This is an optimization exercise on Yosys and OpenROAD, whose aim is small area, a short achievable clock period and few clock cycles per item, not a production implementation. The RTL was checked by simulation tests, not by an equivalence proof against the original design. Power figures rest on the tool's default switching activity, not on a simulated workload.

==> flow/design.v <==
module tone_divisor_search (
    input  wire        clk,
    input  wire        rst,       
    input  wire        start,
    input  wire [31:0] hz,        
    output wire        ready,
    output reg         done,
    output wire [7:0]  div,       
    output wire [15:0] cmp,       
    output wire [33:0] err        
);
    localparam [25:0] N = 26'd42000000;
    localparam [1:0] P_DIV = 2'd0, P_RND = 2'd1, P_NEG = 2'd2, P_SHF = 2'd3;
    reg        busy;
    reg        uq;        
    reg        cq;        
    reg        tq;        
    reg        nq;        
    reg [1:0]  ph;
    reg        bigq;      
    reg [4:0]  cnt;       
    reg        nb;        
    reg [31:0] hzr;
    reg [26:0] R;         
    reg [15:0] X;         
    reg [1:0]  K;         
    assign ready = ~busy;
    assign div   = {K == 2'd3, 1'b0, K == 2'd2, 1'b0, K == 2'd1, 1'b0, K == 2'd0, 1'b0};
    assign cmp   = X;
    assign err   = {hzr[31:25], R[26:1], 1'b0};
    wire acc = start & ~busy;
    wire t10 = |hz[31:10];
    wire t12 = |hz[31:12];
    wire t13 = |hz[31:13];
    wire t14 = |hz[31:14];
    wire t15 = |hz[31:15];
    wire t18 = |hz[31:18];
    wire s8  = t18;
    wire s11 = t15 & ~t18;
    wire s12 = t14 & ~t15;
    wire s13 = t13 & ~t14;
    wire s14 = t12 & ~t13;
    wire s16 = t10 & ~t12;
    wire s22 = ~t10;
    wire [26:0] r_in = ({27{s8}}  & (N >> 8))  | ({27{s11}} & (N >> 11)) |
                       ({27{s12}} & (N >> 12)) | ({27{s13}} & (N >> 13)) |
                       ({27{s14}} & (N >> 14)) | ({27{s16}} & (N >> 16)) |
                       ({27{s22}} & (N >> 22));
    wire [4:0]  c_in = ({5{s8}}  & 5'd7)  | ({5{s11}} & 5'd10) | ({5{s12}} & 5'd11) |
                       ({5{s13}} & 5'd12) | ({5{s14}} & 5'd13) | ({5{s16}} & 5'd15) |
                       ({5{s22}} & 5'd21);    
    wire        n_in = |({s8, s11, s12, s13, s14, s16, s22} &
                         {N[7], N[10], N[11], N[12], N[13], N[15], N[21]});
    wire ge641 = (hzr >= 32'd641);
    wire ge161 = (hzr >= 32'd161);
    wire ge41  = (hzr >= 32'd41);
    wire [1:0] k   = {~ge161, (~ge641 & ge161) | ~ge41};
    wire       lo25 = (hzr[31:25] == 7'd0);
    wire [6:0] hm1  = hzr[31:25] - 7'd1;
    wire        tiny   = (hzr[31:4] == 28'd0) && (hzr[3:0] <= 4'd10);
    wire [3:0]  t_hi   = 4'd10 - hzr[3:0];
    wire [9:0]  t_lo   = 10'd890 + {6'd0, hzr[3:0]};
    wire [26:0] r_tiny = {t_hi, 6'd0, t_lo, 7'd0};
    wire        dv    = busy & (ph == P_DIV);
    wire        rn    = busy & (ph == P_RND);
    wire        ng    = busy & (ph == P_NEG);
    wire        sh    = busy & (ph == P_SHF);
    wire        x0    = (X == 16'd0);
    wire        bstop = dv & (cnt == 5'd1) & x0 & ~cy;    
    wire [25:0] A     = uq ? {1'b0, R[24:0]} : {R[24:0], nb};
    wire [26:0] S2    = {1'b0, A[24:0], 1'b1} + {1'b0, ~hzr[24:0], cq};
    wire [24:0] S     = S2[25:1];
    wire        c25   = S2[26];
    wire        cy    = (c25 | A[25]) & lo25 & ~tiny;   
    wire        take  = nq | (tq & cy);
    wire        tdv   = dv & tiny;
    wire [24:0] r_lo  = take ? (S ^ {25{nq}}) : acc ? r_in[24:0] :
                        tdv ? r_tiny[24:0] : A[24:0];
    wire [6:0]  hi7   = c25 ? hm1 : hzr[31:25];
    wire [1:0]  r_hi  = (sh | (rn & ~cy)) ? R[25:24] :
                        tdv ? r_tiny[26:25] :
                        busy ? 2'd0 : acc ? r_in[26:25] : R[26:25];
    wire [15:0] x_inc = X + 16'd1;
    wire        x_up  = (rn & cy) | (ng & bigq);
    wire last = (cnt == {2'd0, k, 1'b0});
    wire [1:0] ph_nx = {busy & (ph[1] | ph[0] | bstop),
                        busy & ((dv & last) | (rn & ~cy) | ng | sh)};
    wire fin = tdv | (rn & ~cy & (k == 2'd0)) | (ng & (k == 2'd0) & ~bigq) |
               (sh & (cnt == 5'd0));
    wire busy_nx = ~rst & (busy ? ~fin : acc);
    wire done_nx = ~rst & busy & fin;
    wire bigq_nx = busy & (bigq | bstop);
    always @(posedge clk) begin
        busy <= busy_nx;
        done <= done_nx;
        uq   <= ~busy_nx | (ph_nx == P_NEG);
        cq   <= busy_nx & ((ph_nx == P_DIV) | ((ph_nx == P_NEG) & ~bigq_nx));
        tq   <= busy_nx & ((ph_nx == P_DIV) | (ph_nx == P_RND));
        nq   <= busy_nx & (ph_nx == P_NEG);
    end
    always @(posedge clk) begin
        ph <= ph_nx;
        if (!busy) begin
            cnt  <= c_in;
            nb   <= n_in;
        end else begin
            if (dv)
                K <= k;
            nb <= dv & ~last & N[cnt - 5'd1];
            if (bstop)
                cnt <= 5'd1;
            else if (dv || sh)
                cnt <= cnt - 5'd1;
        end
        bigq <= bigq_nx;
        R <= {r_hi, r_lo};
        if (acc)
            hzr <= hz;
        else if (ng && bigq)
            hzr[31:25] <= hi7;
        if (acc)
            X <= 16'd0;
        else if (tdv)
            X <= 16'hFFFF;
        else if (dv)
            X <= {X[14:0], cy | (cnt == 5'd1 && x0)};
        else if (x_up)
            X <= x_inc;
    end
endmodule
export LEC_CHECK = 0
export CAP_MARGIN = 20
export CORE_MARGIN = 2
export CORE_UTILIZATION = 40
export PLACE_DENSITY = 0.6
export SLEW_MARGIN = 20
create_clock -name core_clock -period 10.0 [get_ports {clk}]
standard.sh (not shown) runs the stock make flow with config.mk's settings and CLKGATE_MAP_FILE= SYNTH_SCRIPT=/design/flow/synth_recipe.tcl, a recipe that flattens the netlist after the stock synthesis.
==> flow/flow/run.sh <==
#!/bin/bash
# Standard ORFS layout (the standard.sh), with a larger setup-slack
# target for timing repair and buf_2 cells as the port buffers.
set -euo pipefail
export SETUP_SLACK_MARGIN=6.5
export BUFFER_PORTS_ARGS="-buffer_cell sky130_fd_sc_hd__buf_2"
bash standard.sh > standard.log 2>&1
The starting point completed without violations.
Testbench counts at the start, summed over its fixed seeds: cycles 19,890, items 1,280.
Edit:
--- a/flow/design.v
+++ b/flow/design.v
@@ -19,17 +19,17 @@
     reg [1:0]  ph;
     reg        bigq;      
     reg [4:0]  cnt;       
     reg        nb;        
     reg [31:0] hzr;
-    reg [26:0] R;         
+    reg [33:0] R;         
     reg [15:0] X;         
     reg [1:0]  K;         
     assign ready = ~busy;
     assign div   = {K == 2'd3, 1'b0, K == 2'd2, 1'b0, K == 2'd1, 1'b0, K == 2'd0, 1'b0};
     assign cmp   = X;
-    assign err   = {hzr[31:25], R[26:1], 1'b0};
+    assign err   = {R[33:1], 1'b0};
     wire acc = start & ~busy;
     wire t10 = |hz[31:10];
     wire t12 = |hz[31:12];
     wire t13 = |hz[31:13];
     wire t14 = |hz[31:14];
@@ -75,13 +75,14 @@
     wire        take  = nq | (tq & cy);
     wire        tdv   = dv & tiny;
     wire [24:0] r_lo  = take ? (S ^ {25{nq}}) : acc ? r_in[24:0] :
                         tdv ? r_tiny[24:0] : A[24:0];
     wire [6:0]  hi7   = c25 ? hm1 : hzr[31:25];
-    wire [1:0]  r_hi  = (sh | (rn & ~cy)) ? R[25:24] :
-                        tdv ? r_tiny[26:25] :
-                        busy ? 2'd0 : acc ? r_in[26:25] : R[26:25];
+    wire [8:0]  r_hi  = (sh | (rn & ~cy)) ? R[32:24] :
+                        ng ? {2'b0, hi7 & {7{bigq}}} :
+                        tdv ? {7'd0, r_tiny[26:25]} :
+                        busy ? 9'd0 : acc ? {7'd0, r_in[26:25]} : R[33:25];
     wire [15:0] x_inc = X + 16'd1;
     wire        x_up  = (rn & cy) | (ng & bigq);
     wire last = (cnt == {2'd0, k, 1'b0});
     wire [1:0] ph_nx = {busy & (ph[1] | ph[0] | bstop),
                         busy & ((dv & last) | (rn & ~cy) | ng | sh)};
@@ -99,27 +100,23 @@
         nq   <= busy_nx & (ph_nx == P_NEG);
     end
     always @(posedge clk) begin
         ph <= ph_nx;
         if (!busy) begin
+            hzr  <= hz;
             cnt  <= c_in;
             nb   <= n_in;
         end else begin
-            if (dv)
-                K <= k;
+            K <= k;
             nb <= dv & ~last & N[cnt - 5'd1];
             if (bstop)
                 cnt <= 5'd1;
             else if (dv || sh)
                 cnt <= cnt - 5'd1;
         end
         bigq <= bigq_nx;
         R <= {r_hi, r_lo};
-        if (acc)
-            hzr <= hz;
-        else if (ng && bigq)
-            hzr[31:25] <= hi7;
         if (acc)
             X <= 16'd0;
         else if (tdv)
             X <= 16'hFFFF;
         else if (dv)
Result: The new run went through all stages and came out clean. Synthesized area rises by 2.6%. Total power went up by 4.1%. Sequential share of layout area rose by 0.59 points. Routed wire length is higher by 9.0%. Die area climbs by 2.5%. Via count climbs by 4.1%. Worst setup slack is worse by 0.0045 ns.
Testbench counts after the change, summed over its fixed seeds: cycles 19,890, items 1,280.

what the ideal ports hide:
Ports are ideal in the flow. The routed layouts listed here were re-timed in OpenROAD. Step 1 (the two cells are an assumption about what drives the block):
set clk [get_ports {clk}]
set_driving_cell -lib_cell sky130_fd_sc_hd__clkbuf_16 $clk
set_driving_cell -lib_cell sky130_fd_sc_hd__buf_2 [delete_from_list [all_inputs] $clk]
Step 2, shift: input delay + t, output delay - t, t = (earliest + latest rising clock arrival at the registers) / 2. This alone moves slack from input paths to output paths. Three values: ideal ports, drivers, drivers and shift; two values: the first two.
run | shift t [ns] | setup WS [ns] | hold slack, ns | clock arrival spread, ns | worst slew at a driven data input, ns
the first run | 0.393 | 6.564 / 6.583 / 6.191 | 0.474 / 0.474 / 0.474 | 0.011 / 0.011 | 0.04
the second run | 0.401 | 6.559 / 6.559 / 6.211 | 0.529 / 0.529 / 0.529 | 0.013 / 0.013 | 0.05
After both steps every run listed still meets setup and hold. For the first run, which loses most, drivers alone change the setup slack by +0.019 ns; drivers and shift together by -0.373 ns.
